From an optimization exercise on the open Yosys and OpenROAD flow, aimed at small area, a short achievable clock period and few clock cycles; shortcuts taken in it are not production practice.
No activity file was given, so power comes from the tool's default toggle rates.

Design sdes12_engine, start of the top module:
module sdes12_engine (
    input  wire        clk,
    input  wire        rst,
    input  wire        cmd_valid,
    input  wire [31:0] cmd,
    output wire        cmd_ready,
    output wire [31:0] status,
    output wire [11:0] result
);
    localparam integer SPLIT = 4;
    localparam [3:0] OP_NOP     = 4'h0;
    localparam [3:0] OP_KEYGEN  = 4'h1;
    localparam [3:0] OP_ENCRYPT = 4'h2;
    localparam [3:0] OP_DECRYPT = 4'h3;
    localparam [3:0] OP_WRKEY   = 4'h4;
    localparam [3:0] OP_RDKEY   = 4'h5;
    localparam [3:0] OP_EXPAND  = 4'h6;
    localparam [3:0] OP_SUBST   = 4'h7;
    localparam [3:0] OP_ROUNDF  = 4'h8;
    localparam [3:0] OP_ROUND   = 4'h9;
    localparam [3:0] OP_FPERM   = 4'hA;
    localparam [2:0] E_NONE         = 3'd0;
    localparam [2:0] E_ROUNDS_RANGE = 3'd1;
    localparam [2:0] E_KEY_INVALID  = 3'd2;
    localparam [2:0] E_INDEX_RANGE  = 3'd3;
    localparam [2:0] E_ILLEGAL_CMD  = 3'd4;
    function [7:0] expand;
        input [5:0] h;
        expand = {h[5], h[4], h[2], h[3], h[2], h[3], h[1], h[0]};
    endfunction
    function [2:0] s1;
        input [3:0] j;
        case (j)
            4'd0:  s1 = 3'd5;  4'd1:  s1 = 3'd2;  4'd2:  s1 = 3'd1;  4'd3:  s1 = 3'd6;
            4'd4:  s1 = 3'd3;  4'd5:  s1 = 3'd4;  4'd6:  s1 = 3'd7;  4'd7:  s1 = 3'd0;
            4'd8:  s1 = 3'd1;  4'd9:  s1 = 3'd4;  4'd10: s1 = 3'd6;  4'd11: s1 = 3'd2;
            4'd12: s1 = 3'd0;  4'd13: s1 = 3'd7;  4'd14: s1 = 3'd5;  default: s1 = 3'd3;
        endcase
    endfunction
    function [2:0] s2;
        input [3:0] j;
        case (j)
            4'd0:  s2 = 3'd4;  4'd1:  s2 = 3'd0;  4'd2:  s2 = 3'd6;  4'd3:  s2 = 3'd5;
            4'd4:  s2 = 3'd7;  4'd5:  s2 = 3'd1;  4'd6:  s2 = 3'd3;  4'd7:  s2 = 3'd2;
            4'd8:  s2 = 3'd5;  4'd9:  s2 = 3'd3;  4'd10: s2 = 3'd0;  4'd11: s2 = 3'd7;
            4'd12: s2 = 3'd6;  4'd13: s2 = 3'd2;  4'd14: s2 = 3'd1;  default: s2 = 3'd4;
        endcase
    endfunction
    function [5:0] sbox;
        input [7:0] y;
        sbox = {s1(y[7:4]), s2(y[3:0])};
    endfunction
    function [5:0] feistel;
        input [5:0] h;
  ...
export LEC_CHECK = 0
export CAP_MARGIN = 20
export CORE_MARGIN = 2
export CORE_UTILIZATION = 40
export SLEW_MARGIN = 20
create_clock -name core_clock -period 10.0 [get_ports {clk}]
run.sh (not shown) runs the stock make flow with config.mk's settings and CLKGATE_MAP_FILE= SYNTH_SCRIPT=/design/flow/synth_recipe.tcl, a recipe that flattens the netlist after the stock synthesis.
The baseline completed without violations.
Edit:
--- a/flow/config.mk
+++ b/flow/config.mk
@@ -7,0 +8 @@
+export ABC_CLOCK_PERIOD_IN_PS = 4500
@@ -10,0 +12 @@
+export SETUP_SLACK_MARGIN = 5
First-iteration DRC count drops by 3.1%.
Global-route usage climbs by 0.96 points.
Clock skew drops by 0.0035 ns.
Area after synthesis stays the same.
Count of clock-buffer cells in the layout drops by 2.
Setup slack gets better by 1.5 ns.
Non-clock buffer count climbs by 83.
No functional check of the RTL was part of any run of this note.

---

Setup of v26:
sdes12_engine, a different RTL version from the one above (not shown whole).
Size: ~1500 cells after synthesis, roughly 140 flip-flops, ~80 I/O pins, about 0.010 mm2 of cells after synthesis.
clock: 10.0 ns
lec_check: 0
abc_area: 1
cap_margin: 20
core_margin: 2
core_utilization: 60
setup_slack_margin: 4.5
slew_margin: 20
Edits applied to the flow inputs when going from v26 to v31:
- removing SETUP_SLACK_MARGIN (formerly 4.5)
- setting CTS_BUF_LIST to sky130_fd_sc_hd__clkbuf_8 for the first time
==> flow/flow/run.sh (new file) <==
#!/bin/bash
set -euo pipefail
export BUFFER_PORTS_ARGS="-buffer_cell sky130_fd_sc_hd__buf_2"
bash standard.sh SETUP_SLACK_MARGIN=5.5 finish > flow_make.log 2>&1
==> flow/standard.sh (new file) <==
#!/bin/bash
# synth_recipe.tcl (not shown) runs the flow's synth.tcl, then flattens the netlist and writes it again
# the make line also repeats each setting of config.mk as NAME=value (left out here)
make -C /OpenROAD-flow-scripts/flow DESIGN_CONFIG=/design/flow/config.mk WORK_HOME=/design/flow/orfs CLKGATE_MAP_FILE= SYNTH_SCRIPT=/design/flow/synth_recipe.tcl "${@:-finish}"
removed: flow/run.sh
Findings:
Fraction of layout cells with a size suffix above 1: v31 vs v26 up 7.8 points
Growth of design area from synthesis to finish: v31 < v26
Between v26 and v31, the layout sequential cell count does not differ in any meaningful way.
In the tables for v31 and v26, met2 wirelength from detailed routing reads higher with v26.
Maximum frequency: v31 > v26
The lower final instance count without filler cells came out of v26.
Of v31 and v26, the run reporting the lower final critical-path setup slack was v26.
Combinational group share of total power for v31: 4.9 points up relative to v26
Routed wire in v31 totals less than in v26.
Compared v31 against v26; clock transition at the register clock pins on the worst setup and hold paths after CTS within noise.
No run of this note included a check of the RTL's function; only the layout flow was run.

## what the ideal ports hide
No port has a modelled driver above. Below, the same layouts with a new extraction and two added sets of constraints. Step 1 assumes that a clkbuf_16 drives the clock port and a buf_2 every other input. Step 2 also shifts input and output timing later by t, the mid clock arrival at the registers, as if the neighbouring blocks saw the same clock. a / b / c = no drivers / after step 1 / after step 2; a / b = the first two.
| run | shift t [ns] | slack for setup (ns) | worst slew at a driven data input, ns |
|---|---|---|---|
| the first run of note 1 | 0.475 | 0.839 / 0.864 / 0.389 | 0.05 |
| the second run of note 1 | 0.480 | 2.380 / 2.374 / 1.894 | 0.08 |
| v26 | 0.476 | 4.662 / 4.646 / 4.616 | 0.04 |
| v31 | 0.491 | 5.538 / 5.513 / 5.340 | 0.03 |
After both steps every run listed still meets setup and hold. For the second run of note 1, which loses most, drivers alone change the setup slack by -0.006 ns; drivers and shift together by -0.486 ns.
